Background: an optimization exercise with open tools, aiming at small area, a short achievable clock period and few clock cycles. Do not read the settings as production practice.
Only simulation tests tie the RTL to the original design; equivalence was not proved.
Power figures rest on the tool's default switching activity, not on a simulated workload.

--- flow/config.mk ---
export PLATFORM = sky130hd
export DESIGN_NAME = axfc_rx
export DESIGN_NICKNAME = axfc_rx
export VERILOG_FILES = /design/flow/design.v
export SDC_FILE = /design/flow/constraint.sdc
export NUM_CORES = 4
export LEC_CHECK = 0
export CAP_MARGIN = 60
export CORE_MARGIN = 2
export CORE_UTILIZATION = 45
export CTS_BUF_LIST = sky130_fd_sc_hd__clkbuf_16
export CTS_CLUSTER_DIAMETER = 60
export CTS_CLUSTER_SIZE = 30
export SLEW_MARGIN = 60
export SYNTH_MEMORY_MAX_BITS = 8192
--- flow/flow/run.sh ---
#!/bin/bash
# The standard layout (the standard.sh: ORFS synthesis through finish,
# unchanged), with one difference: the buffers that ORFS puts on every input
# and output port are sky130_fd_sc_hd__buf_4 instead of the delay cell
# buffer_ports picks by default. Each ORFS step keeps its own log under
# orfs/logs/; the make output as a whole goes to standard.log.
set -euo pipefail
export BUFFER_PORTS_ARGS="-buffer_cell sky130_fd_sc_hd__buf_4"
bash standard.sh > standard.log 2>&1
--- flow/constraint.sdc ---
create_clock -name core_clock -period 12.0 [get_ports {clk}]
set_input_delay 2.4000 -clock core_clock [delete_from_list [all_inputs] [get_ports {clk}]]
set_output_delay 2.4000 -clock core_clock [all_outputs]
set_load 0.01 [all_outputs]
--- flow/standard.sh ---
#!/bin/bash
# synth_recipe.tcl (not shown) runs the flow's synth.tcl, then flattens the netlist and writes it again
# the make line also repeats each setting of config.mk as NAME=value (left out here)
make -C /OpenROAD-flow-scripts/flow DESIGN_CONFIG=/design/flow/config.mk WORK_HOME=/design/flow/orfs CLKGATE_MAP_FILE= SYNTH_SCRIPT=/design/flow/synth_recipe.tcl "${@:-finish}"
--- flow/design.v ---
module axfc_rx (
    input  wire       clk,
    input  wire       rst,
    input  wire       op_valid,
    output wire       op_ready,
    input  wire [3:0] op_code,
    input  wire [8:0] op_arg,
    output reg        rsp_valid,
    output reg  [3:0] rsp_status,
    output reg  [8:0] rsp_len,
    output reg  [7:0] rsp_addr,
    output reg  [7:0] rsp_plen,
    output reg  [7:0] rsp_cmd,
    output reg  [7:0] rsp_ck,
    output reg  [7:0] rsp_expected,
    output reg        rsp_ck_ok,
    output reg  [7:0] rsp_data,
    input  wire       t_open,
    input  wire       rx_valid,
    input  wire [7:0] rx_data,
    output wire       rx_ready
);
    localparam [8:0] CAP  = 9'd260;
    localparam [7:0] SYNC = 8'h55;
    localparam       NBC  = 33;          
    localparam [3:0] OP_STAT   = 4'h0,
                     OP_FILL   = 4'h2,
                     OP_DECODE = 4'h3,
                     OP_DROP   = 4'h4,
                     OP_FLUSH  = 4'h5,
                     OP_CFGWR  = 4'h6,
                     OP_PEEK   = 4'h7;
    localparam [3:0] ST_OK         = 4'd0,
                     ST_INCOMPLETE = 4'd1,
                     ST_FRAME      = 4'd2,
                     ST_DESYNC     = 4'd3,
                     ST_CKSUM      = 4'd4,
                     ST_TRANSPORT  = 4'd6,
                     ST_BADDROP    = 4'd10,
                     ST_BADOP      = 4'd11;
    reg [8*CAP-1:0] mem;
    reg [8:0] head;
    reg [8:0] count;
    reg [8:0] wp;         
    reg       strict;
    reg       idle;       
    reg       fill_st;    
    reg       pk1_st;     
    reg       pk2_st;     
    reg       st_st;      
    reg       dw_st;      
    reg       ex_drop;    
    reg       ex_flush;   
    reg [8:0] arg_q;
    reg       prom_q;     
    reg [8:0] rem;        
    reg       rxr;
    reg [7:0]     ra_a;
    reg [NBC-1:0] ra_bc;
    reg           ra_cfg;   
    reg [8:0] ia;         
    reg [8:0] diff;       
    reg [7:0] rb;         
    reg [7:0] rxq;        
    reg       rb_src;     
    reg       rb_v;
    reg       e_st;       
    reg       e_sync;     
    reg       e_fin;      
    reg [8:0] e_p;        
    reg       e_hdr;      
    reg [2:0] e_pos;      
    reg [8:0] e_left;     
    reg       e_atck;     
    reg [8:0] e_need;     
    reg [7:0] e_addr, e_plen, e_cmd, e_sum, e_ck;
    reg       e_ok;
    reg       v_full;
    reg       v_desync;
    reg [8:0] v_len;
    assign op_ready = idle;
    assign rx_ready = rxr;
    wire       accept = op_valid && idle;
    wire       pull   = rx_valid && rxr;
    function [8:0] inc9(input [8:0] x);
        integer i;
        reg c;
        begin
            c = 1'b1;
            for (i = 0; i < 9; i = i + 1) begin
                inc9[i] = x[i] ^ c;
                c = c & x[i];
            end
        end
    endfunction
    function [8:0] dec9(input [8:0] x);
        integer i;
        reg b;
        begin
            b = 1'b1;
            for (i = 0; i < 9; i = i + 1) begin
                dec9[i] = x[i] ^ b;
                b = b & ~x[i];
            end
        end
    endfunction
    function [8:0] inc260(input [8:0] a);
        inc260 = (a == CAP - 9'd1) ? 9'd0 : inc9(a);
    endfunction
    function [7:0] oh8(input [2:0] x);
        integer i;
        for (i = 0; i < 8; i = i + 1)
            oh8[i] = (x == i);
    endfunction
    function [NBC-1:0] oh33(input [5:0] x);
        integer i;
        for (i = 0; i < NBC; i = i + 1)
            oh33[i] = (x == i);
    endfunction
    reg [7:0] rd;
    integer k;
    always @* begin
        rd = {7'd0, strict & ra_cfg};
        for (k = 0; k < CAP; k = k + 1)
            rd = rd | (mem[8*k +: 8] & {8{ra_a[k % 8] & ra_bc[k / 8]}});
    end
    wire       cnt_lt5 = (count < 9'd5);
    wire       caught  = (diff == 9'd0) && !rb_v;
    wire       dec_ready = cnt_lt5 || v_full ||
                           (e_st && !e_sync && caught) ||
                           (e_hdr && count < e_need);
    wire [3:0] dec_status = cnt_lt5 ? ST_INCOMPLETE :
                            v_full  ? (v_desync ? ST_DESYNC :
                                       (!rsp_ck_ok && strict) ? ST_CKSUM : ST_FRAME) :
                            e_sync  ? ST_INCOMPLETE : ST_DESYNC;
    wire [8:0] dec_len = v_full ? v_len : count;
    wire       ex      = ex_drop || ex_flush;
    wire       e_go    = rb_v && !e_fin && !ex;
    wire [7:0] pb      = rb_src ? rxq : rb;
    wire       b55     = (pb == SYNC);
    wire       fin_frm = e_go && e_hdr && e_atck;
    wire       fin_des = e_go && e_st && !e_sync && b55;
    wire       fin     = fin_frm || fin_des;
    wire [7:0] sum_nx  = e_sum + pb;
    wire       can_issue = !pk2_st && !st_st && !ex && (!rb_v || e_go);
    wire       iss_mem   = can_issue && (diff != 9'd0);
    wire       iss_fwd   = can_issue && (diff == 9'd0) && pull;
    wire       iss       = iss_mem || iss_fwd;
    reg  [9:0] hneg;
    wire [9:0] sm1      = {1'b0, head} + {1'b0, arg_q};
    wire [9:0] sm2      = hneg + {1'b0, arg_q};
    wire       wrap     = !sm2[9];
    wire [8:0] sum_head = wrap ? sm2[8:0] : sm1[8:0];
    wire [7:0]     sum_a  = wrap ? oh8(sm2[2:0]) : oh8(sm1[2:0]);
    wire [NBC-1:0] sum_bc = wrap ? oh33(sm2[8:3]) : oh33(sm1[8:3]);
    wire       promote   = ex_drop && prom_q;
    wire       restart   = (ex_drop && arg_q != 9'd0 && !promote) || ex_flush;
    wire [8:0] rs_addr   = ex_flush ? wp : sum_head;
    wire [8:0] ia_inc = inc260(ia);
    wire [8:0] ia_nx = restart ? rs_addr : iss ? ia_inc : ia;
    wire       use_sum = pk1_st || (ex_drop && restart);
    wire       stat_acc = accept && (op_code == OP_STAT);
    wire [8:0] ra_oth  = ex_flush ? wp : iss_mem ? ia_inc : ia;
    genvar gi;
    generate
        for (gi = 0; gi < CAP; gi = gi + 1) begin : g_mem
            always @(posedge clk) begin
                if (rxr && wp == gi)
                    mem[8*gi +: 8] <= rx_data;
            end
        end
    endgenerate
    always @(posedge clk) begin
        if (rst) begin
            idle      <= 1'b1;
            fill_st   <= 1'b0;
            pk1_st    <= 1'b0;
            pk2_st    <= 1'b0;
            dw_st     <= 1'b0;
            ex_drop   <= 1'b0;
            ex_flush  <= 1'b0;
            rxr       <= 1'b0;
            rsp_valid <= 1'b0;
            head      <= 9'd0;
            count     <= 9'd0;
            wp        <= 9'd0;
            strict    <= 1'b1;
            ra_a      <= 8'd1;
            ra_bc     <= {{(NBC-1){1'b0}}, 1'b1};
            ra_cfg    <= 1'b0;
            st_st     <= 1'b0;
            ia        <= 9'd0;
            diff      <= 9'd0;
            rb_v      <= 1'b0;
            e_st      <= 1'b0;
            e_hdr     <= 1'b0;
            e_fin     <= 1'b0;
            v_full    <= 1'b0;
        end else begin
            rsp_valid <= 1'b0;
            ex_drop   <= 1'b0;
            ex_flush  <= 1'b0;
            ia    <= ia_nx;
            ra_a  <= use_sum ? sum_a  : oh8(ra_oth[2:0]);
            ra_bc <= stat_acc ? {NBC{1'b0}} : use_sum ? sum_bc : oh33(ra_oth[8:3]);
            ra_cfg <= stat_acc;
            hneg  <= {1'b0, head} - {1'b0, CAP};
            if (restart) begin
                diff <= ex_flush ? 9'd0 : count - arg_q;
                rb_v <= 1'b0;
            end else begin
                if (pull != iss)
                    diff <= pull ? inc9(diff) : dec9(diff);
                if (iss_mem) begin
                    rb     <= rd;
                    rb_src <= 1'b0;
                    rb_v   <= 1'b1;
                end else if (iss_fwd) begin
                    rxq    <= rx_data;
                    rb_src <= 1'b1;
                    rb_v   <= 1'b1;
                end else if (e_go) begin
                    rb_v <= 1'b0;
                end
            end
            if (restart) begin
                e_st   <= 1'b0;
                e_hdr  <= 1'b0;
                e_fin  <= 1'b0;
                v_full <= 1'b0;
            end else if (promote) begin
                if (e_fin) begin
                    v_desync     <= !e_sync;
                    v_len        <= e_p;
                    rsp_addr     <= e_addr;
                    rsp_plen     <= e_plen;
                    rsp_cmd      <= e_cmd;
                    rsp_expected <= e_sum;
                    rsp_ck       <= e_ck;
                    rsp_ck_ok    <= e_ok;
                    e_fin        <= 1'b0;
                    e_hdr        <= 1'b0;
                    e_st         <= !e_sync;
                    e_sync       <= 1'b1;
                    e_p          <= 9'd1;
                    e_pos        <= 3'b001;
                end else begin
                    v_full <= 1'b0;
                end
            end else if (e_go) begin
                if (!e_st) begin
                    e_st   <= 1'b1;
                    e_sync <= b55;
                    e_p    <= 9'd1;
                    e_pos  <= 3'b001;
                end else if (fin) begin
                    if (!v_full) begin
                        v_full       <= 1'b1;
                        v_desync     <= fin_des;
                        v_len        <= fin_frm ? inc9(e_p) : e_p;
                        rsp_addr     <= e_addr;
                        rsp_plen     <= e_plen;
                        rsp_cmd      <= e_cmd;
                        rsp_expected <= e_sum;
                        rsp_ck       <= pb;
                        rsp_ck_ok    <= (e_sum == pb);
                        e_hdr        <= 1'b0;
                        e_st         <= fin_des;
                        e_sync       <= 1'b1;
                        e_p          <= 9'd1;
                        e_pos        <= 3'b001;
                    end else begin
                        e_fin <= 1'b1;
                        e_ck  <= pb;
                        e_ok  <= (e_sum == pb);
                        if (fin_frm) e_p <= inc9(e_p);
                    end
                end else begin
                    e_p <= inc9(e_p);
                    e_pos <= {e_pos[1:0], 1'b0};
                    if (e_sync) begin
                        e_sum <= e_pos[0] ? pb : sum_nx;
                        if (e_pos[0]) e_addr <= pb;
                        if (e_pos[1]) begin
                            e_plen <= pb;
                            e_need <= {1'b0, pb} + 9'd5;
                            e_left <= {1'b0, pb} + 9'd1;
                            e_atck <= 1'b0;
                            e_hdr  <= 1'b1;
                        end else begin
                            e_left <= dec9(e_left);
                            e_atck <= (e_left == 9'd1);
                        end
                        if (e_pos[2]) e_cmd  <= pb;
                    end
                end
            end
            if (ex_drop) begin
                head  <= sum_head;
                count <= count - arg_q;
            end
            if (ex_flush) begin
                head  <= wp;
                count <= 9'd0;
            end
            if (pull) begin
                count <= inc9(count);
                wp    <= inc260(wp);
            end
            if (ex) idle <= 1'b1;
            if (accept) begin
                case (op_code)
                OP_STAT: begin
                    rsp_status <= ST_OK;
                    rsp_len    <= count;
                    st_st      <= 1'b1;
                    idle       <= 1'b0;
                end
                OP_FILL: begin
                    if (!t_open) begin
                        rsp_valid  <= 1'b1;
                        rsp_status <= ST_TRANSPORT;
                    end else begin
                        rsp_status <= ST_OK;
                        rsp_len    <= 9'd0;
                        rem        <= op_arg;
                        rxr        <= (op_arg != 9'd0) && (count != CAP);
                        fill_st    <= 1'b1;
                        idle       <= 1'b0;
                    end
                end
                OP_DECODE: begin
                    if (dec_ready) begin
                        rsp_valid  <= 1'b1;
                        rsp_status <= dec_status;
                        rsp_len    <= dec_len;
                    end else begin
                        dw_st <= 1'b1;
                        idle  <= 1'b0;
                    end
                end
                OP_DROP: begin
                    rsp_valid <= 1'b1;
                    if (op_arg > count) begin
                        rsp_status <= ST_BADDROP;
                    end else begin
                        rsp_status <= ST_OK;
                        arg_q      <= op_arg;
                        prom_q     <= v_full && (op_arg == v_len);
                        ex_drop    <= 1'b1;
                        idle       <= 1'b0;
                    end
                end
                OP_FLUSH: begin
                    rsp_valid  <= 1'b1;
                    rsp_status <= ST_OK;
                    ex_flush   <= 1'b1;
                    idle       <= 1'b0;
                end
                OP_CFGWR: begin
                    rsp_valid  <= 1'b1;
                    rsp_status <= ST_OK;
                    strict     <= op_arg[0];
                end
                OP_PEEK: begin
                    rsp_status <= (op_arg >= count) ? ST_BADDROP : ST_OK;
                    arg_q      <= op_arg;
                    pk1_st     <= 1'b1;
                    idle       <= 1'b0;
                end
                default: begin
                    rsp_valid  <= 1'b1;
                    rsp_status <= ST_BADOP;
                end
                endcase
            end
            if (fill_st) begin
                if (pull) begin
                    rem     <= dec9(rem);
                    rsp_len <= inc9(rsp_len);
                end
                if (!pull || rem == 9'd1 || count == CAP - 9'd1) begin
                    rsp_valid <= 1'b1;
                    fill_st   <= 1'b0;
                    rxr       <= 1'b0;
                    idle      <= 1'b1;
                end
            end
            if (pk1_st) begin
                pk1_st <= 1'b0;
                pk2_st <= 1'b1;
            end
            if (pk2_st || st_st) begin
                rsp_valid <= 1'b1;
                rsp_data  <= rd;
                pk2_st    <= 1'b0;
                st_st     <= 1'b0;
                idle      <= 1'b1;
            end
            if (dw_st && dec_ready) begin
                rsp_valid  <= 1'b1;
                rsp_status <= dec_status;
                rsp_len    <= dec_len;
                dw_st      <= 1'b0;
                idle       <= 1'b1;
            end
        end
    end
endmodule
==> flow_summary_export.csv, run 1 <==
group,metric,value,unit
pwr,vdd_drop_max,181,uV
worst_setup_path,regToRegStartpoint,"ra_a[6]$_SDFF_PP0_",
sta,rsz0062_at_grt,"no",
clock_tree,clockRootBuffer,"clkbuf_16",
synth,synth.top_cell.area_share,73.2,%
die,io_pins,91,
placement,dp_hpwl,364,mm
synth,synth_area_leaders,"edfxtp_1 73%, a22oi_1 2.9%, nand3_1 2.7%, dfxtp_1 2.2%, nor2_1 1.8%",
worst_setup_path,path_class,"reg -> reg",
synth,syn_area,93100,um^2
synth,synth_area_per_cell,15.2,um^2
worst_setup_path,path_max_fanout,73,
synth,ys_seq_area_share,75.5,%
worst_hold_path,holdCritStartpoint,"e_addr[5]$_DFFE_PP_",
clock_tree,post-cts-setup-buffers,0,
worst_setup_path,cpPeakStageDelay,0.55,ns
clock_tree,clk_path_buf_depth,3,
grt,grt_pass1_vias,63500,
die,die_w,459,um
finish,largest_register_ffs,2080,
synth,synth_cells,6139,
grt,grt.met1_usage,58.6,%
synth,ys_types,84,
worst_setup_path,cp_top_family,"simple AND/OR/NAND/NOR gates",
grt,globalRoute.busiestLayer,"met2",
sta,fin_setup_tns,0,ns
synth,ys_ff_latch,2374,
synth,ys_async_sr_fraction,0,%
grt,grt_pass1_wl,663,mm
finish,final_cell_mix,"2,271 x edfxtp_1, 496 x nand3_1, 381 x buf_4",
flow_run,cap_violations,0,
finish,drive_gt1_share,21.9,%
finish,post-route-util,53.9,%
finish,fin_nets,6705,
worst_setup_path,required,12.48,ns
route,totalWireLength,522,mm
pwr,power_leakage,35.1,nW
route,drt_iter0_drc,15500,
sta,max_clock_freq,0.203,GHz
sta,finalCritPeriodShare,41.1,%
die,start_util,45.4,%
worst_setup_path,crit_arrival,5.41,ns
sta,finalCriticalPeriod,4.93,ns
worst_setup_path,crit_path_end_kind,"flip-flop",
status,status,"timing/DRC/antenna clean",
die,placementRows,166,
worst_hold_path,hp-class,"reg -> reg",
clock_tree,clk_pin_slew,0.09,ns
pwr,power_density,173,nW/um^2
worst_setup_path,startpoint_type,"flip-flop",
sta,hold_violations,0,
grt,globalRouteOverflowTotal,0,
clock_tree,clk_latency,0.93,ns
clock_tree,htree_levels,4,
grt,use_met3,24.7,%
clock_tree,cts_tree,"yes",
grt,grt_max_degree,88,
route,viasPerCell,7.60,
grt,grt_use_met2,65.8,%
finish,regMostFlops,"mem",
route,first_pass_iters,10,
synth,ys_warn_count,1,
clock_tree,cts_buffers,168,
finish,syn2layout_area_growth,18.8,%
synth,synth_edf_count,2271,
sta,worst_pin_slew,0.764,ns
clock_tree,cts_resized,0,
sta,max_slew_margin,49.0,%
placement,gp_congestion,1.11,
synth,syn_nets,6276,
finish,final_common_cell,"edfxtp_1",
route,drc,0,
die,design.core.area,205000,um^2
placement,port_buffers,90,
route,ant_nets,0,
grt,antenna_found_initial,74,
clock_tree,ctsHoldBuffers,0,
worst_setup_path,cp_cell_sequence,"buf_12, buf_12, inv_1, buf_4, o21ai_0, buf_4, or4_1, or4_1, nor4_2, nand4_1",
finish,reg.largest.list,"mem: 2080 flops, ra_bc: 33 flops, hneg: 10 flops",
route,drt-wirelength-per-cell,55.2,um
clock_tree,cts.sinks,2374,
sta,fin_skew,0.0802,ns
sta,report.final.slew_viol_count,0,
die,die-area,211000,um^2
grt,grtUsageTotal,49.0,%
sta,setup_viol,0,
synth,synth_largest_area_cell,"edfxtp_1",
synth,ys.flop_type,"edfxtp_1",
route,via_count,71800,
worst_setup_path,worst-path-buf-inv,5,
die,die_h,459,um
worst_setup_path,cpMaxStageDelayCell,"or4_1",
worst_setup_path,cp-startpoint,"ra_a[6]$_SDFF_PP0_",
metrics by stage:
step | cells | cell area (um^2) | power, mW | setup WS, ns | hold slack [ns]
final | 9454 | 111000 | 19.2 | 7.07 | 0.423
after global routing | 9411 | 111000 | 19.3 | 7.38 | 0.429
after CTS | 9356 | 110000 | 18.8 | 7.41 | 0.425
after detailed placement | 9040 | 104000 | 12.5 | 7.11 | 0.405
after global placement | 8804 | 99000 | 12.3 | 6.93 | 0.402
after floorplan | 6139 | 93100 | 10.7 | 6.33 | 0.400
kinds of logic after synthesis:
group                      synth area share, %
and+or+nand+nor                           8.60
muxes                                    0.529
DFF                                       75.5
xor gates and xnor gates                 0.602
adders and majority gates                 1.52
AOI/OAI and AO/OA                         11.1
buffers and inverters                     2.16
metal layers:
metal,routed length (um),up-vias,part of all wire (%)
li1,-,25700,-
met1,172000,36200,33
met2,206000,7984,40
met3,88000,1945,17
met4,54300,32,10
met5,334,-,0.064
cells in the mapped netlist, types with 8 or more instances:
master / instances
buf_1: 104
nor4_1: 56
buf_2: 19
o211a_1: 8
nor2_1: 450
o21ai_0: 96
dfxtp_1: 103
o21a_1: 9
mux2_2: 14
a31oi_1: 66
nor3_1: 68
a22o_1: 111
a211oi_1: 29
and3_1: 63
a221oi_1: 55
a41oi_1: 8
and2_1: 46
edfxtp_1: 2271
nor2b_1: 24
a222oi_1: 82
inv_1: 80
o31ai_1: 14
nand3b_1: 9
ha_1: 107
clkbuf_1: 306
xnor2_1: 48
o211ai_1: 25
a32oi_1: 182
mux2i_1: 32
o2111ai_1: 21
nand3_1: 503
nand4_1: 125
o22ai_1: 55
a22oi_1: 364
or4_1: 16
a21o_1: 9
or3_1: 12
nand2b_1: 24
nand2_1: 213
a32o_1: 11
xor2_1: 16
a21oi_1: 171
final timing paths:
kind / endpoint / slack [ns] / depth (start not counted)
setup / recovery: rb[7]$_DFFE_PP_ / 7.07 / 10
hold / removal: rsp_addr[5]$_DFFE_PP_ / 0.42 / 0
setup reg to reg: rb[7]$_DFFE_PP_ / 7.07 / 10
hold reg to reg: rsp_addr[5]$_DFFE_PP_ / 0.42 / 0
area by class of cell:
class / count / area (um^2)
timing repair buffer: 694 / 6850
tap: 2688 / 3360
antenna: 52 / 130
sequential: 2374 / 70400
multi-input combinational: 3246 / 23500
inverter: 84 / 317
clock buffer: 169 / 4230
fill: 16500 / 94500
clock inverter: 147 / 1850
where the power goes:
group | internal (mW) | total (mW) | switching [mW]
clock | 2.98 | 6.51 | 3.53
combinational | 0.796 | 3.25 | 2.45
sequential | 9.21 | 9.40 | 0.189
total | 13.0 | 19.2 | 6.17
Testbench counts, summed over its fixed seeds: cycles 191,558.
==> run 2, diff against run 1 <==
--- a/flow/design.v
+++ b/flow/design.v
@@ -49,3 +49,3 @@
     reg       pk2_st;     
-    reg       st_st;      
+    reg       pk3_st;     
     reg       dw_st;      
@@ -57,10 +57,10 @@
     reg       rxr;
-    reg [7:0]     ra_a;
+    reg [31:0]    ra_aq;
     reg [NBC-1:0] ra_bc;
-    reg           ra_cfg;   
     reg [8:0] ia;         
     reg [8:0] diff;       
-    reg [7:0] rb;         
-    reg [7:0] rxq;        
-    reg       rb_src;     
+    reg [31:0] rq;        
+    reg [7:0]  rxq;       
+    reg        rb_src;    
+    reg [31:0] pkq;       
     reg       rb_v;
@@ -109,6 +109,7 @@
     endfunction
-    function [7:0] oh8(input [2:0] x);
-        integer i;
-        for (i = 0; i < 8; i = i + 1)
-            oh8[i] = (x == i);
+    function [31:0] ohqa(input [8:0] x);
+        integer i, j;
+        for (j = 0; j < 4; j = j + 1)
+            for (i = 0; i < 8; i = i + 1)
+                ohqa[8*j + i] = (j == 3 ? x[8:6] >= 3'd3 : x[8:6] == j) && (x[2:0] == i);
     endfunction
@@ -119,8 +120,9 @@
     endfunction
-    reg [7:0] rd;
+    reg [31:0] rdq;
     integer k;
     always @* begin
-        rd = {7'd0, strict & ra_cfg};
+        rdq = 32'd0;
         for (k = 0; k < CAP; k = k + 1)
-            rd = rd | (mem[8*k +: 8] & {8{ra_a[k % 8] & ra_bc[k / 8]}});
+            rdq[8 * (k / 64 > 3 ? 3 : k / 64) +: 8] = rdq[8 * (k / 64 > 3 ? 3 : k / 64) +: 8] |
+                (mem[8*k +: 8] & {8{ra_aq[8 * (k / 64 > 3 ? 3 : k / 64) + k % 8] & ra_bc[k / 8]}});
     end
@@ -138,3 +140,3 @@
     wire       e_go    = rb_v && !e_fin && !ex;
-    wire [7:0] pb      = rb_src ? rxq : rb;
+    wire [7:0] pb      = rb_src ? rxq : (rq[7:0] | rq[15:8] | rq[23:16] | rq[31:24]);
     wire       b55     = (pb == SYNC);
@@ -144,3 +146,3 @@
     wire [7:0] sum_nx  = e_sum + pb;
-    wire       can_issue = !pk2_st && !st_st && !ex && (!rb_v || e_go);
+    wire       can_issue = !pk2_st && !ex && (!rb_v || e_go);
     wire       iss_mem   = can_issue && (diff != 9'd0);
@@ -153,3 +155,3 @@
     wire [8:0] sum_head = wrap ? sm2[8:0] : sm1[8:0];
-    wire [7:0]     sum_a  = wrap ? oh8(sm2[2:0]) : oh8(sm1[2:0]);
+    wire [31:0]    sum_a  = wrap ? ohqa(sm2[8:0]) : ohqa(sm1[8:0]);
     wire [NBC-1:0] sum_bc = wrap ? oh33(sm2[8:3]) : oh33(sm1[8:3]);
@@ -161,3 +163,2 @@
     wire       use_sum = pk1_st || (ex_drop && restart);
-    wire       stat_acc = accept && (op_code == OP_STAT);
     wire [8:0] ra_oth  = ex_flush ? wp : iss_mem ? ia_inc : ia;
@@ -178,2 +179,3 @@
             pk2_st    <= 1'b0;
+            pk3_st    <= 1'b0;
             dw_st     <= 1'b0;
@@ -187,6 +189,4 @@
             strict    <= 1'b1;
-            ra_a      <= 8'd1;
+            ra_aq     <= 32'd1;
             ra_bc     <= {{(NBC-1){1'b0}}, 1'b1};
-            ra_cfg    <= 1'b0;
-            st_st     <= 1'b0;
             ia        <= 9'd0;
@@ -203,5 +203,5 @@
             ia    <= ia_nx;
-            ra_a  <= use_sum ? sum_a  : oh8(ra_oth[2:0]);
-            ra_bc <= stat_acc ? {NBC{1'b0}} : use_sum ? sum_bc : oh33(ra_oth[8:3]);
-            ra_cfg <= stat_acc;
+            ra_aq <= use_sum ? sum_a  : ohqa(ra_oth);
+            ra_bc <= use_sum ? sum_bc : oh33(ra_oth[8:3]);
+            pkq   <= rdq;
             hneg  <= {1'b0, head} - {1'b0, CAP};
@@ -214,3 +214,3 @@
                 if (iss_mem) begin
-                    rb     <= rd;
+                    rq     <= rdq;
                     rb_src <= 1'b0;
@@ -313,6 +313,6 @@
                 OP_STAT: begin
+                    rsp_valid  <= 1'b1;
                     rsp_status <= ST_OK;
                     rsp_len    <= count;
-                    st_st      <= 1'b1;
-                    idle       <= 1'b0;
+                    rsp_data   <= {7'd0, strict};
                 end
@@ -392,7 +392,10 @@
             end
-            if (pk2_st || st_st) begin
+            if (pk2_st) begin
+                pk2_st <= 1'b0;
+                pk3_st <= 1'b1;
+            end
+            if (pk3_st) begin
                 rsp_valid <= 1'b1;
-                rsp_data  <= rd;
-                pk2_st    <= 1'b0;
-                st_st     <= 1'b0;
+                rsp_data  <= pkq[7:0] | pkq[15:8] | pkq[23:16] | pkq[31:24];
+                pk3_st    <= 1'b0;
                 idle      <= 1'b1;
--- a/flow/config.mk
+++ b/flow/config.mk
@@ -7,3 +7,3 @@
 export LEC_CHECK = 0
-export CAP_MARGIN = 60
+export CAP_MARGIN = 20
 export CORE_MARGIN = 2
@@ -13,3 +13,3 @@
 export CTS_CLUSTER_SIZE = 30
-export SLEW_MARGIN = 60
+export SLEW_MARGIN = 20
 export SYNTH_MEMORY_MAX_BITS = 8192
==> run 2 against run 1 <==
  * Worst hold slack got worse by 0.0023 ns
  * Final cell count fell by 0.65%
  * Sequential power rose by 3.1%
  * Non-clock buffer count fell by 355
  * Power fell by 6.1%
  * Largest cell class unchanged
  * Synthesized cell count rose by 3.5%
==> flow_summary_export.csv, run 2 <==
group,metric,value,unit
status,status,"timing/DRC/antenna clean",
worst_setup_path,path_max_fanout,73,
finish,final_cell_mix,"2,327 x edfxtp_1, 431 x a22oi_1, 390 x nor2_1",
grt,use_met3,6.91,%
synth,ys_warn_count,1,
finish,largest_register_ffs,2080,
die,die_w,466,um
synth,synth_edf_count,2327,
synth,synth_largest_area_cell,"edfxtp_1",
synth,ys_ff_latch,2453,
pwr,power_density,168,nW/um^2
grt,grt_max_degree,135,
sta,max_clock_freq,0.215,GHz
grt,grtUsageTotal,30.4,%
grt,grt_pass1_wl,469,mm
worst_setup_path,crit_arrival,5.38,ns
die,placementRows,169,
route,via_count,63100,
clock_tree,cts_buffers,156,
sta,setup_viol,0,
placement,dp_hpwl,210,mm
synth,synth_most_common_cell,"edfxtp_1",
flow_run,cap_violations,0,
worst_hold_path,hp-class,"reg -> reg",
synth,synth_area_per_cell,15.1,um^2
grt,globalRoute.busiestLayer,"met2",
placement,place_ws,6.54,ns
placement,port_buffers,90,
synth,ys.flop_type,"edfxtp_1",
route,drt-wirelength-per-cell,36.0,um
clock_tree,clk_pin_slew,0.07,ns
synth,syn_area,96300,um^2
die,start_util,45.3,%
synth,synth_area_leaders,"edfxtp_1 73%, a22oi_1 3.4%, dfxtp_1 2.6%, a22o_1 2.0%, nand3_1 1.8%",
worst_setup_path,crit_path_end_kind,"flip-flop",
sta,max_slew_margin,17.1,%
sta,fin_setup_tns,0,ns
grt,grt_pass1_vias,59000,
synth,yosys-top-cells-count,"2,327 x edfxtp_1, 454 x nor2_1, 431 x a22oi_1",
sta,rsz0062_at_grt,"no",
route,first_pass_iters,12,
die,design.core.area,212000,um^2
clock_tree,cts.sinks,2453,
sta,report.final.slew_viol_count,0,
grt,grt_use_met2,46.0,%
placement,dpl_cell_area,101000,um^2
sta,hold_violations,0,
worst_setup_path,required,12.73,ns
clock_tree,clk_path_buf_depth,3,
die,die-area,218000,um^2
clock_tree,cts_resized,0,
placement,gp_congestion,0.923,
grt,globalRouteOverflowTotal,0,
finish,final_area,107000,um^2
finish,post-route-util,50.3,%
worst_setup_path,startpoint_type,"input port",
synth,ys_async_sr_fraction,0,%
sta,finalCritPeriodShare,38.8,%
finish,drive_gt1_share,11.8,%
pwr,power_leakage,33.5,nW
synth,synth_cells,6355,
synth,ys_types,82,
route,drc,0,
sta,worst_pin_slew,1.24,ns
route,totalWireLength,338,mm
finish,regMostFlops,"mem",
grt,antenna_found_initial,13,
finish,reg.largest.list,"mem: 2080 flops, ra_bc: 33 flops",
clock_tree,ctsHoldBuffers,0,
synth,ys_seq_area_share,75.2,%
route,viasPerCell,6.71,
die,die_h,466,um
clock_tree,clockRootBuffer,"clkbuf_16",
clock_tree,cts_tree,"yes",
sta,setup_ws,7.35,ns
synth,synth.top_cell.area_share,72.6,%
finish,fill_cells,17800,
sta,fin_skew,0.0737,ns
clock_tree,htree_levels,4,
clock_tree,clk_latency,0.88,ns
sta,finalCriticalPeriod,4.65,ns
pwr,vdd_drop_max,162,uV
pwr,total_power,18.0,mW
finish,syn2layout_area_growth,11.1,%
finish,final_common_cell,"edfxtp_1",
grt,grt.met1_usage,41.9,%
worst_setup_path,path_class,"in -> reg",
finish,fin_nets,6569,
route,drt_iter0_drc,11400,
synth,syn_nets,6492,
route,ant_nets,0,
clock_tree,post-cts-setup-buffers,0,
die,io_pins,91,
[run 2: per-stage QoR]
stage,std cells,hold slack (ns)
global placement,9090,0.408
global route,9389,0.427
CTS,9380,0.421
floorplan,6355,0.400
finish,9393,0.421
detailed placement,9091,0.405
[run 2: final timing paths]
| path | startpoint | to | slack (ns) | cells past startpoint |
|---|---|---|---|---|
| setup / recovery | rst | ra_aq[31]$_SDFF_PP0_ | 7.35 | 8 |
| hold / removal | e_plen[7]$_DFFE_PP_ | rsp_plen[7]$_DFFE_PP_ | 0.42 | 0 |
| setup reg to reg | ex_flush$_SDFF_PP0_ | ra_bc[18]$_SDFF_PP0_ | 7.48 | 10 |
| hold reg to reg | e_plen[7]$_DFFE_PP_ | rsp_plen[7]$_DFFE_PP_ | 0.42 | 0 |
[run 2: cell type report]
| class | instances | area (um^2) | share of cell area, % |
|---|---|---|---|
| repair buffers | 339 | 2640 | 2.47 |
| inverters | 129 | 487 | 0.455 |
| clock inverters | 131 | 1840 | 1.72 |
| multi-input cells | 3353 | 22000 | 20.5 |
| well taps | 2821 | 3530 | 3.30 |
| flip-flops and latches | 2453 | 72500 | 67.8 |
| diodes | 9 | 22.5 | 0.0211 |
| clock buffers | 158 | 3950 | 3.70 |
[run 2: layer usage]
layer	up-vias	part of all wire (%)
met4	11	5.3
li1	25700	-
met1	32000	38
met3	782	12
met2	4517	45
met5	-	0.065
[run 2: power by group]
part | switching (mW) | internal [mW] | total, mW
logic | 1.52 | 0.562 | 2.08
registers | 0.144 | 9.55 | 9.69
clock network | 3.38 | 2.84 | 6.22
total | 5.05 | 12.9 | 18.0
[run 2: worst max-delay path, cell delays in order]
cell      delay (ns)
buf_4           0.27
buf_4           0.33
inv_4           0.13
buf_4           0.77
nand2_1         0.46
a31oi_1         0.62
nand2_1         0.12
o221ai_1        0.12
[run 2: cells by family after synthesis]
| family | Yosys count | share of synthesized area [%] |
|---|---|---|
| simple gates | 1554 | 7.63 |
| compound gates | 1579 | 12.5 |
| buf+inv | 549 | 2.17 |
| fa+ha+maj | 111 | 1.47 |
| xor+xnor | 72 | 0.655 |
| mux | 37 | 0.400 |
| flops | 2453 | 75.2 |
Testbench counts of run 2, summed over its fixed seeds: cycles 193,586.
==> run 3, diff against run 2 <==
--- a/flow/config.mk
+++ b/flow/config.mk
@@ -7,3 +7,3 @@
 export LEC_CHECK = 0
-export CAP_MARGIN = 20
+export CAP_MARGIN = 60
 export CORE_MARGIN = 2
@@ -13,3 +13,3 @@
 export CTS_CLUSTER_SIZE = 30
-export SLEW_MARGIN = 20
+export SLEW_MARGIN = 60
 export SYNTH_MEMORY_MAX_BITS = 8192
==> run 3 against run 2 <==
  * Core utilization up 1.4 points
  * Worst setup slack improved by 0.49 ns
  * Final area is 2.8% higher
  * First-iteration DRC count fell by 0.87%
  * Still clean on timing, DRC and antenna
  * Critical endpoint is now rsp_data[4]
  * Final cell count increased by 1.1%
==> flow_summary_export.csv, run 3 <==
group,metric,value,unit
status,status,"timing/DRC/antenna clean",
finish,fin_nets,6671,
worst_setup_path,crit_path_end_kind,"primary output",
sta,finalCritPeriodShare,34.7,%
die,die_w,466,um
synth,ys_warn_count,1,
flow_run,cap_violations,0,
pwr,power_leakage,34.4,nW
sta,rsz0062_at_grt,"no",
route,viasPerCell,6.72,
worst_setup_path,worst-path-buf-inv,1,
die,die_h,466,um
die,die-area,218000,um^2
synth,ys.flop_type,"edfxtp_1",
finish,ff_latch_area,72500,um^2
synth,synth_largest_area_cell,"edfxtp_1",
pwr,power_density,164,nW/um^2
route,drt-wirelength-per-cell,35.6,um
die,placementRows,169,
worst_setup_path,cpPeakStageDelay,0.67,ns
route,ant_nets,0,
route,totalWireLength,338,mm
worst_setup_path,path_class,"reg -> out",
die,start_util,45.3,%
grt,globalRouteOverflowTotal,0,
clock_tree,htree_levels,4,
synth,ys_ff_latch,2453,
finish,syn2layout_area_growth,14.2,%
clock_tree,clk_path_buf_depth,3,
finish,largest_register_ffs,2080,
grt,antenna_found_initial,13,
finish,final_area,110000,um^2
synth,ys_types,82,
grt,grt_pass1_vias,59600,
clock_tree,cts_resized,0,
finish,fill_cells,17400,
clock_tree,clockRootBuffer,"clkbuf_16",
synth,synth_area_per_cell,15.1,um^2
clock_tree,cts_tree,"yes",
finish,final_common_cell,"edfxtp_1",
pwr,vdd_drop_max,160,uV
sta,fin_skew,0.0657,ns
worst_setup_path,cp_top_family,"flip-flops",
pwr,total_power,18.0,mW
synth,synth_cells,6355,
clock_tree,post-cts-setup-buffers,0,
worst_setup_path,crit_arrival,1.76,ns
route,first_pass_iters,9,
clock_tree,clk_pin_slew,0.10,ns
synth,syn_area,96300,um^2
worst_setup_path,path_max_fanout,1,
grt,grtUsageTotal,30.4,%
sta,worst_pin_slew,0.694,ns
grt,grt_max_degree,95,
die,design.core.area,212000,um^2
synth,synth_most_common_cell,"edfxtp_1",
synth,synth_edf_count,2327,
finish,reg.largest.list,"mem: 2080 flops, ra_bc: 33 flops",
sta,report.final.slew_viol_count,0,
grt,grt_pass1_wl,470,mm
clock_tree,cts.sinks,2453,
route,via_count,63800,
sta,max_slew_margin,53.5,%
placement,dpl_cell_area,104000,um^2
placement,port_buffers,90,
synth,synth.top_cell.area_share,72.6,%
synth,yosys-top-cells-count,"2,327 x edfxtp_1, 454 x nor2_1, 431 x a22oi_1",
worst_setup_path,cp_cell_sequence,"buf_4",
worst_hold_path,hp-class,"reg -> reg",
finish,multiInputGateArea,23600,um^2
sta,hold_violations,0,
clock_tree,clk_latency,0.87,ns
worst_setup_path,cpMaxStageDelayCell,"edfxtp_1",
finish,final_cell_mix,"2,327 x edfxtp_1, 430 x a22oi_1, 344 x nand3_1",
finish,regMostFlops,"mem",
placement,dp_hpwl,216,mm
synth,ys_seq_area_share,75.2,%
placement,gp_congestion,0.923,
clock_tree,cts_buffers,154,
route,drc,0,
die,io_pins,91,
sta,finalCriticalPeriod,4.16,ns
sta,max_clock_freq,0.240,GHz
finish,drive_gt1_share,16.2,%
synth,synth_area_leaders,"edfxtp_1 73%, a22oi_1 3.4%, dfxtp_1 2.6%, a22o_1 2.0%, nand3_1 1.8%",
route,drt_iter0_drc,11300,
sta,setup_viol,0,
synth,ys_async_sr_fraction,0,%
clock_tree,ctsHoldBuffers,0,
sta,fin_setup_tns,0,ns
worst_setup_path,required,9.60,ns
synth,syn_nets,6492,
worst_setup_path,startpoint_type,"flip-flop",
==> run 3: cell counts after synthesis <==
Identical to the previous run, type by type.
==> run 3: worst paths after layout <==
check | start | to | slack [ns] | depth (start not counted)
min | e_addr[0]$_DFFE_PP_ | rsp_addr[0]$_DFFE_PP_ | 0.43 | 0
min reg2reg | e_addr[0]$_DFFE_PP_ | rsp_addr[0]$_DFFE_PP_ | 0.43 | 0
max reg2reg | arg_q[1]$_DFFE_PP_ | ra_bc[5]$_SDFF_PP0_ | 7.91 | 10
max | rsp_data[4]$_SDFFCE_PN0P_ | rsp_data[4] | 7.84 | 1
==> run 3: area by class of cell <==
| cell class | instances | share of cell area (%) |
|---|---|---|
| clock buffers | 157 | 3.57 |
| repair buffers | 443 | 3.76 |
| diodes | 4 | 0.00911 |
| clock inverters | 132 | 1.59 |
| flip-flops and latches | 2453 | 65.9 |
| inverters | 129 | 0.445 |
| well taps | 2821 | 3.21 |
| multi-input cells | 3353 | 21.5 |
==> run 3: kinds of logic (layout without fill, tap and decap cells) <==
family / after synthesis / in the layout / share of synthesized area, %
AND/OR/NAND/NOR: 1554 / 1554 / 7.63
adder cells (fa/ha/maj): 111 / 111 / 1.47
flip-flops: 2453 / 2453 / 75.2
buffers and inverters: 549 / 861 / 2.17
XOR/XNOR: 72 / 72 / 0.655
multiplexers: 37 / 37 / 0.400
other: 0 / 4 / 0
AO/OA/AOI/OAI: 1579 / 1579 / 12.5
==> run 3: where the power goes <==
part / internal [mW] / leakage [nW] / switching (mW) / total (mW)
clock network: 2.76 / 2.75 / 3.36 / 6.12
registers: 9.54 / 22.0 / 0.146 / 9.69
logic: 0.638 / 9.62 / 1.56 / 2.19
total: 12.9 / 34.4 / 5.07 / 18.0
==> run 3: layer usage <==
metal / vias to the layer above / share of wire, % / global-route usage, %
li1: 26000 / - / -
met1: 32300 / 38 / 42.1
met2: 4696 / 45 / 46.3
met3: 820 / 12 / 6.41
met4: 8 / 5.4 / 13.9
met5: - / 0.016 / 0
==> run 3: through the flow <==
stage / worst slack [ns] / hold WS [ns] / util [%] / instances
floorplan: 6.94 / 0.400 / - / 6355
global placement: 6.56 / 0.408 / 47.5 / 9090
detailed placement: 7.27 / 0.405 / 48.9 / 9178
CTS: 7.78 / 0.426 / 51.6 / 9467
global route: 7.66 / 0.432 / 51.8 / 9490
finish: 7.84 / 0.426 / 51.8 / 9492
==> run 4, diff against run 3 <==
--- a/flow/design.v
+++ b/flow/design.v
@@ -48,2 +48,4 @@
     reg       pk1_st;     
+    reg [8:0] psum;       
+    reg       rs2;        
     reg       pk2_st;     
@@ -146,3 +148,3 @@
     wire [7:0] sum_nx  = e_sum + pb;
-    wire       can_issue = !pk2_st && !ex && (!rb_v || e_go);
+    wire       can_issue = !pk2_st && !ex && !rs2 && (!rb_v || e_go);
     wire       iss_mem   = can_issue && (diff != 9'd0);
@@ -155,4 +157,5 @@
     wire [8:0] sum_head = wrap ? sm2[8:0] : sm1[8:0];
-    wire [31:0]    sum_a  = wrap ? ohqa(sm2[8:0]) : ohqa(sm1[8:0]);
-    wire [NBC-1:0] sum_bc = wrap ? oh33(sm2[8:3]) : oh33(sm1[8:3]);
+    wire [9:0] pk1      = {1'b0, head} + {1'b0, op_arg};
+    wire [9:0] pk2      = hneg + {1'b0, op_arg};
+    wire [8:0] peek_sum = pk2[9] ? pk1[8:0] : pk2[8:0];
     wire       promote   = ex_drop && prom_q;
@@ -162,4 +165,3 @@
     wire [8:0] ia_nx = restart ? rs_addr : iss ? ia_inc : ia;
-    wire       use_sum = pk1_st || (ex_drop && restart);
-    wire [8:0] ra_oth  = ex_flush ? wp : iss_mem ? ia_inc : ia;
+    wire [8:0] ra_nx   = pk1_st ? psum : iss_mem ? ia_inc : ia;
     genvar gi;
@@ -178,2 +180,3 @@
             pk1_st    <= 1'b0;
+            rs2       <= 1'b0;
             pk2_st    <= 1'b0;
@@ -186,2 +189,3 @@
             head      <= 9'd0;
+            hneg      <= 10'd0 - {1'b0, CAP};
             count     <= 9'd0;
@@ -203,6 +207,6 @@
             ia    <= ia_nx;
-            ra_aq <= use_sum ? sum_a  : ohqa(ra_oth);
-            ra_bc <= use_sum ? sum_bc : oh33(ra_oth[8:3]);
+            ra_aq <= ohqa(ra_nx);
+            ra_bc <= oh33(ra_nx[8:3]);
+            rs2   <= restart;
             pkq   <= rdq;
-            hneg  <= {1'b0, head} - {1'b0, CAP};
             if (restart) begin
@@ -299,2 +303,3 @@
                 head  <= sum_head;
+                hneg  <= wrap ? sm2 - {1'b0, CAP} : sm2;
                 count <= count - arg_q;
@@ -303,2 +308,3 @@
                 head  <= wp;
+                hneg  <= {1'b0, wp} - {1'b0, CAP};
                 count <= 9'd0;
@@ -366,3 +372,3 @@
                     rsp_status <= (op_arg >= count) ? ST_BADDROP : ST_OK;
-                    arg_q      <= op_arg;
+                    psum       <= peek_sum;
                     pk1_st     <= 1'b1;
--- a/flow/config.mk
+++ b/flow/config.mk
@@ -7,3 +7,3 @@
 export LEC_CHECK = 0
-export CAP_MARGIN = 60
+export CAP_MARGIN = 20
 export CORE_MARGIN = 2
@@ -13,3 +13,3 @@
 export CTS_CLUSTER_SIZE = 30
-export SLEW_MARGIN = 60
+export SLEW_MARGIN = 20
 export SYNTH_MEMORY_MAX_BITS = 8192
==> run 4 against run 3 <==
  * Power fell by 5.2%
  * Flip-flop and latch count up 10
  * Clock-buffer cell count unchanged
  * Global-route usage decreased by 0.60 points
  * Worst setup slack got worse by 0.087 ns
  * Clock skew shrank 0.025 ns
  * Final area fell by 2.5%
  * Critical path depth rose by 9
  * Die area increased by 0.25%
  * Area after synthesis up 0.25%
  * First-iteration DRC count down 3.3%
  * Routed wire length fell by 1.8%
  * Critical path type is now in -> reg
  * Largest cell class unchanged
  * Highest routed layer unchanged
==> flow_summary_export.csv, run 4 <==
group,metric,value,unit
clock_tree,htree_levels,4,
synth,syn_nets,6473,
finish,syn2layout_area_growth,11.1,%
clock_tree,clk_latency,0.88,ns
sta,worst_pin_slew,1.34,ns
synth,ys_warn_count,1,
worst_setup_path,cp_cell_sequence,"buf_4, ha_1, a21o_1, a21oi_2, o21ai_1, a2111oi_2, o31ai_1, a21oi_2, xnor2_2, mux2_2",
synth,yosys-top-cells-count,"2,326 x edfxtp_1, 508 x nor2_1, 413 x nand3_1",
synth,synth_largest_area_cell,"edfxtp_1",
finish,instances_no_fill,9387,
worst_setup_path,path_max_fanout,9,
worst_setup_path,path_class,"in -> reg",
die,die-area,218000,um^2
pwr,total_power,17.1,mW
sta,rsz0062_at_grt,"no",
route,top_layer_used,"met5",
route,wl_met2,148,mm
grt,antenna_found_initial,14,
placement,dp.cells,9090,
synth,syn_area,96500,um^2
placement,gp_congestion,0.939,
route,viasPerCell,6.71,
route,drt_iter0_drc,10900,
route,totalWireLength,331,mm
sta,max_clock_freq,0.235,GHz
flow_run,cap_violations,0,
clock_tree,clockRootBuffer,"clkbuf_16",
sta,setup_viol,0,
die,start_util,45.4,%
synth,ys_seq_area_share,75.2,%
grt,grt_max_degree,160,
grt,grtUsageTotal,29.8,%
sta,report.final.slew_viol_count,0,
worst_hold_path,hp-class,"reg -> reg",
pwr,power_density,159,nW/um^2
clock_tree,clk_path_buf_depth,3,
pwr,power.share.combinational,7.4,%
worst_setup_path,crit_arrival,4.85,ns
worst_setup_path,worst-path-buf-inv,1,
synth,synth.top_cell.area_share,72.4,%
synth,synth_most_common_cell,"edfxtp_1",
placement,place_ws,6.88,ns
clock_tree,cts_tree,"yes",
die,io_pins,91,
sta,hold_violations,0,
worst_setup_path,cp_common_cell,"a21oi_2",
pwr,switching_share,25.9,%
clock_tree,post-cts-setup-buffers,0,
status,status,"timing/DRC/antenna clean",
placement,dp_hpwl,204,mm
clock_tree,cts.sinks,2463,
finish,final_cell_mix,"2,326 x edfxtp_1, 453 x nor2_1, 411 x nand3_1",
clock_tree,cts_buffers,155,
route,drc,0,
pwr,power_leakage,33.6,nW
pwr,vdd_drop_max,188,uV
finish,largest_register_ffs,2080,
synth,ys_types,104,
synth,synth_edf_count,2326,
worst_setup_path,cp_top_family,"compound AO/OA/AOI/OAI gates",
die,placementRows,169,
sta,whs,0.428,ns
grt,grt_pass1_wl,462,mm
placement,port_buffers,90,
sta,finalCriticalPeriod,4.25,ns
clock_tree,clk_pin_slew,0.10,ns
worst_setup_path,required,12.60,ns
pwr,pwr-share-clk,36.0,%
synth,synth_cells,6313,
clock_tree,ctsHoldBuffers,0,
die,die_h,467,um
finish,fin_nets,6588,
worst_setup_path,startpoint_type,"input port",
die,design.core.area,213000,um^2
sta,finalCritPeriodShare,35.4,%
route,ant_nets,0,
route,via_count,63000,
worst_setup_path,cpMaxStageDelayCell,"a2111oi_2",
finish,drive_gt1_share,12.5,%
grt,grt_pass1_vias,58300,
synth,ys.flop_type,"edfxtp_1",
pwr,seq_power_share,56.5,%
route,dr_wl_met3,41.9,mm
sta,setup_ws,7.75,ns
sta,fin_skew,0.0408,ns
route,drt-wirelength-per-cell,35.3,um
pwr,power.switching,4.42,mW
die,die_w,467,um
pwr,p_int,12.6,mW
sta,fin_setup_tns,0,ns
route,wl_met1,127,mm
worst_setup_path,crit_path_end_kind,"flip-flop",
finish,final_common_cell,"edfxtp_1",
sta,max_slew_margin,9.69,%
finish,regMostFlops,"mem",
route,first_pass_iters,7,
synth,ys_async_sr_fraction,0,%
synth,ys_ff_latch,2463,
clock_tree,cts_resized,0,
synth,synth_area_leaders,"edfxtp_1 72%, a22oi_1 3.1%, dfxtp_1 2.8%, nand3_1 2.1%, nor2_1 2.0%",
synth,synth_area_per_cell,15.3,um^2
finish,reg.largest.list,"mem: 2080 flops, ra_bc: 33 flops",
grt,globalRouteOverflowTotal,0,
worst_setup_path,cpPeakStageDelay,0.43,ns
## run 4: cell families after synthesis
group	synth area share (%)
DFF	75.2
and+or+nand+nor	7.78
AOI/OAI and AO/OA	11.5
buffers and inverters	2.25
adders and majority gates	1.78
xor gates and xnor gates	0.788
muxes	0.655
## run 4: power groups by stage
stage | Clock, mW | Combinational, mW | Sequential (mW)
3_3_place_gp | 0 | 1.23 | 9.84
5_1_grt | 6.47 | 1.34 | 9.66
4_1_cts | 6.17 | 1.25 | 9.64
6_report | 6.15 | 1.27 | 9.65
2_1_floorplan | 0 | 0.725 | 9.78
3_5_place_dp | 0 | 1.24 | 9.84
## run 4: cell type report
class | count | area (um^2)
clock buffer | 157 | 3930
antenna | 5 | 12.5
sequential | 2463 | 72600
timing repair buffer | 365 | 2830
multi-input combinational | 3299 | 21900
tap | 2821 | 3530
inverter | 144 | 543
clock inverter | 133 | 1790
fill | 17800 | 106000
## run 4: worst paths after layout
kind | start | end | slack [ns] | cells past startpoint
worst max register to register | ra_bc[31]$_SDFF_PP0_ | pkq[29]$_DFFE_PN_ | 7.90 | 8
worst min-delay path | e_cmd[6]$_DFFE_PP_ | rsp_cmd[6]$_DFFE_PP_ | 0.43 | 0
worst min register to register | e_cmd[6]$_DFFE_PP_ | rsp_cmd[6]$_DFFE_PP_ | 0.43 | 0
worst max-delay path | op_arg[1] | psum[7]$_DFFE_PP_ | 7.75 | 10
## run 4: metal layers
layer  GRT usage [%]  vias to the layer above
met1            42.5                    31800
met4            10.7                       16
met5               0                        -
met3            6.44                      743
met2            45.2                     4853
li1                -                    25500
## run 4: worst register-to-register path, cell delays in order, from the launching register on
cell,delay (ns)
dfxtp_2,0.32
buf_4,0.24
buf_4,0.35
and2_1,0.38
a22o_1,0.23
a221oi_1,0.37
nand4_1,0.20
nor4_2,0.71
o2111ai_1,0.80
## run 4: through the flow
| stage | instance area [um^2] | util (%) |
|---|---|---|
| after floorplan | 96500 | - |
| after global placement | 101000 | 47.6 |
| after detailed placement | 101000 | 47.7 |
| after CTS | 107000 | 50.4 |
| after global routing | 107000 | 50.4 |
| final | 107000 | 50.4 |
Testbench counts of run 4, summed over its fixed seeds: cycles 193,586.
==> run 5, diff against run 4 <==
--- a/flow/config.mk
+++ b/flow/config.mk
@@ -7,3 +7,3 @@
 export LEC_CHECK = 0
-export CAP_MARGIN = 20
+export CAP_MARGIN = 60
 export CORE_MARGIN = 2
@@ -13,3 +13,3 @@
 export CTS_CLUSTER_SIZE = 30
-export SLEW_MARGIN = 20
+export SLEW_MARGIN = 60
 export SYNTH_MEMORY_MAX_BITS = 8192
==> run 5 against run 4 <==
  * Flip-flop and latch count is the same
  * Core utilization is 1.3 points higher
  * Power grew 0.98%
  * Critical path depth stayed put
  * Clock power rose by 2%
  * Die area unchanged
  * Largest cell class unchanged
==> flow_summary_export.csv, run 5 <==
group,metric,value,unit
pwr,power_density,157,nW/um^2
clock_tree,clk_latency,0.87,ns
synth,synth_most_common_cell,"edfxtp_1",
sta,max_clock_freq,0.238,GHz
die,start_util,45.4,%
clock_tree,post-cts-setup-buffers,0,
worst_setup_path,crit_arrival,4.79,ns
route,ant_nets,0,
synth,ys_ff_latch,2463,
die,die_w,467,um
sta,report.final.slew_viol_count,0,
finish,syn2layout_area_growth,13.9,%
flow_run,cap_violations,0,
clock_tree,clk_path_buf_depth,3,
finish,fill_cells,17400,
sta,max_slew_margin,56.7,%
route,drt_iter0_drc,11500,
grt,grt_pass1_vias,59000,
synth,ys_types,104,
route,totalWireLength,333,mm
route,via_count,63200,
grt,grt_max_degree,102,
route,viasPerCell,6.68,
synth,synth_edf_count,2326,
worst_hold_path,min_to,"rsp_cmd[6]$_DFFE_PP_",
synth,syn_area,96500,um^2
sta,finalCritPeriodShare,35.0,%
finish,regMostFlops,"mem",
finish,largest_register_ffs,2080,
pwr,vdd_drop_max,158,uV
die,die_h,467,um
worst_setup_path,path_max_fanout,9,
worst_setup_path,crit_path_end_kind,"flip-flop",
clock_tree,clk_pin_slew,0.09,ns
synth,synth_area_leaders,"edfxtp_1 72%, a22oi_1 3.1%, dfxtp_1 2.8%, nand3_1 2.1%, nor2_1 2.0%",
worst_hold_path,holdCritStartpoint,"e_cmd[6]$_DFFE_PP_",
status,status,"timing/DRC/antenna clean",
clock_tree,cts.sinks,2463,
sta,setup_viol,0,
synth,synth.top_cell.area_share,72.4,%
worst_hold_path,hp-class,"reg -> reg",
finish,ff_latch_area,72700,um^2
route,first_pass_iters,8,
grt,grt_pass1_wl,465,mm
worst_setup_path,path_class,"in -> reg",
worst_hold_path,hold_depth,0,
grt,globalRouteOverflowTotal,0,
route,drt-wirelength-per-cell,35.2,um
die,io_pins,91,
finish,drive_gt1_share,16.1,%
synth,ys_async_sr_fraction,0,%
pwr,power_leakage,34.4,nW
synth,synth_largest_area_cell,"edfxtp_1",
grt,grtUsageTotal,30.0,%
grt,antenna_found_initial,11,
placement,gp_congestion,0.939,
die,placementRows,169,
clock_tree,ctsHoldBuffers,0,
placement,port_buffers,90,
synth,ys.flop_type,"edfxtp_1",
finish,multiInputGateArea,23300,um^2
clock_tree,htree_levels,4,
sta,fin_skew,0.0368,ns
sta,fin_setup_tns,0,ns
finish,final_cell_mix,"2,326 x edfxtp_1, 408 x nand3_1, 401 x a22oi_1",
die,design.core.area,213000,um^2
sta,rsz0062_at_grt,"no",
worst_setup_path,r2r_slack,8.09,ns
clock_tree,cts_buffers,156,
worst_setup_path,r2r-end,"e_cmd[6]$_DFFE_PP_",
placement,dp_hpwl,210,mm
synth,synth_cells,6313,
finish,instances_no_fill,9465,
clock_tree,cts_tree,"yes",
finish,fin_nets,6661,
finish,final_common_cell,"edfxtp_1",
clock_tree,cts_resized,0,
synth,synth_area_per_cell,15.3,um^2
clock_tree,clockRootBuffer,"clkbuf_16",
worst_setup_path,regToRegStartpoint,"rb_src$_SDFFCE_PP0P_",
worst_setup_path,startpoint_type,"input port",
synth,syn_nets,6473,
placement,dp.cells,9149,
sta,hold_violations,0,
synth,yosys-top-cells-count,"2,326 x edfxtp_1, 508 x nor2_1, 413 x nand3_1",
synth,ys_seq_area_share,75.2,%
finish,reg.largest.list,"mem: 2080 flops, ra_bc: 33 flops",
synth,ys_warn_count,1,
worst_setup_path,r2r_cells,10,
worst_setup_path,required,12.60,ns
die,die-area,218000,um^2
route,drc,0,
sta,worst_pin_slew,0.649,ns
sta,finalCriticalPeriod,4.20,ns
-- run 5: cell counts after synthesis --
No cell type changed its count.
-- run 5: per-stage QoR --
stage / utilization (%) / hold WS, ns / cell area, um^2 / setup WS, ns / total power [mW]
2_1_floorplan: - / 0.400 / 96500 / 5.59 / 10.5
3_3_place_gp: 47.6 / 0.411 / 101000 / 6.85 / 11.1
3_5_place_dp: 48.7 / 0.408 / 104000 / 6.93 / 11.1
4_1_cts: 51.5 / 0.421 / 110000 / 7.80 / 17.2
5_1_grt: 51.7 / 0.440 / 110000 / 7.66 / 17.6
6_report: 51.7 / 0.423 / 110000 / 7.80 / 17.2
-- run 5: cells by family (layout without fill, tap and decap cells) --
family	Yosys count	count (layout)	share of synthesized area, %
adder cells (fa/ha/maj)	134	134	1.78
flip-flops	2463	2463	75.2
AO/OA/AOI/OAI	1456	1456	11.5
multiplexers	58	58	0.655
XOR/XNOR	83	83	0.788
AND/OR/NAND/NOR	1568	1568	7.78
other	0	8	0
buffers and inverters	551	874	2.25
-- run 5: cell type report --
cell class / instances / area share (%)
timing repair buffer: 437 / 3.62
tap: 2821 / 3.21
inverter: 144 / 0.496
sequential: 2463 / 66.1
clock buffer: 160 / 3.64
clock inverter: 133 / 1.71
antenna: 8 / 0.0182
multi-input combinational: 3299 / 21.2
-- run 5: power by group --
part	leakage [nW]	total (mW)	switching (mW)	internal [mW]
logic	9.43	1.33	0.926	0.399
registers	22.1	9.64	0.0966	9.54
clock network	2.86	6.27	3.41	2.86
total	34.4	17.2	4.43	12.8
-- run 5: layer usage --
metal  track usage [%]  part of all wire [%]  vias up
li1                  -                     -    25700
met1              42.9                    39    32000
met2              45.2                    45     4746
met3              6.20                    12      718
met4              11.4                   4.4        8
met5                 0                 0.017        -
-- run 5: worst max-delay path, stage by stage --
cell	delay (ns)
buf_4	0.15
ha_1	0.29
a21o_1	0.20
a21oi_2	0.18
o21ai_1	0.11
a2111oi_2	0.43
o31ai_1	0.16
a21oi_2	0.25
xnor2_4	0.24
mux2_2	0.38
-- run 5: worst max-delay path by stage --
stage,startpoint,endpoint,cells past startpoint
floorplan,rst,rsp_addr[0]$_DFFE_PP_,4
global placement,op_arg[1],psum[7]$_DFFE_PP_,10
detailed placement,op_arg[1],psum[7]$_DFFE_PP_,10
CTS,rxr$_SDFF_PP0_,rx_ready,2
global route,op_arg[1],psum[7]$_DFFE_PP_,10
finish,op_arg[1],psum[7]$_DFFE_PP_,10

==> afterwards: timing with drivers on the ports <==
Ports are ideal in the flow. The routed layouts listed here were re-timed in OpenROAD.
Step 1: set_driving_cell puts a clkbuf_16 on clk and a buf_2 on each other input, an assumption about the parent block.
Step 2, shift: input delay + t, output delay - t, t = (earliest + latest rising clock arrival at the registers) / 2. This alone moves slack from input paths to output paths.
Three values: no drivers, after step 1, after step 2; two values: the first two.
| run | t, ns | setup WS [ns] | worst setup path at the end | worst data-port slew with drivers (ns) | pins driven straight from the clock port |
|---|---|---|---|---|---|
| run 1 | 0.996 | 7.066 / 7.066 / 7.026 | input to register | 0.06 | 1 |
| run 2 | 0.933 | 7.349 / 7.423 / 6.489 | input to register | 0.12 | 1 |
| run 3 | 0.925 | 7.839 / 7.751 / 7.296 | input to register | 0.13 | 1 |
| run 4 | 0.950 | 7.752 / 7.769 / 6.874 | input to register | 0.14 | 1 |
| run 5 | 0.940 | 7.805 / 7.752 / 6.930 | input to register | 0.13 | 1 |
After both steps setup and hold are still met in every run listed. The setup slack of run 4, which loses most, moves by +0.017 ns with the drivers and by -0.878 ns with both steps.
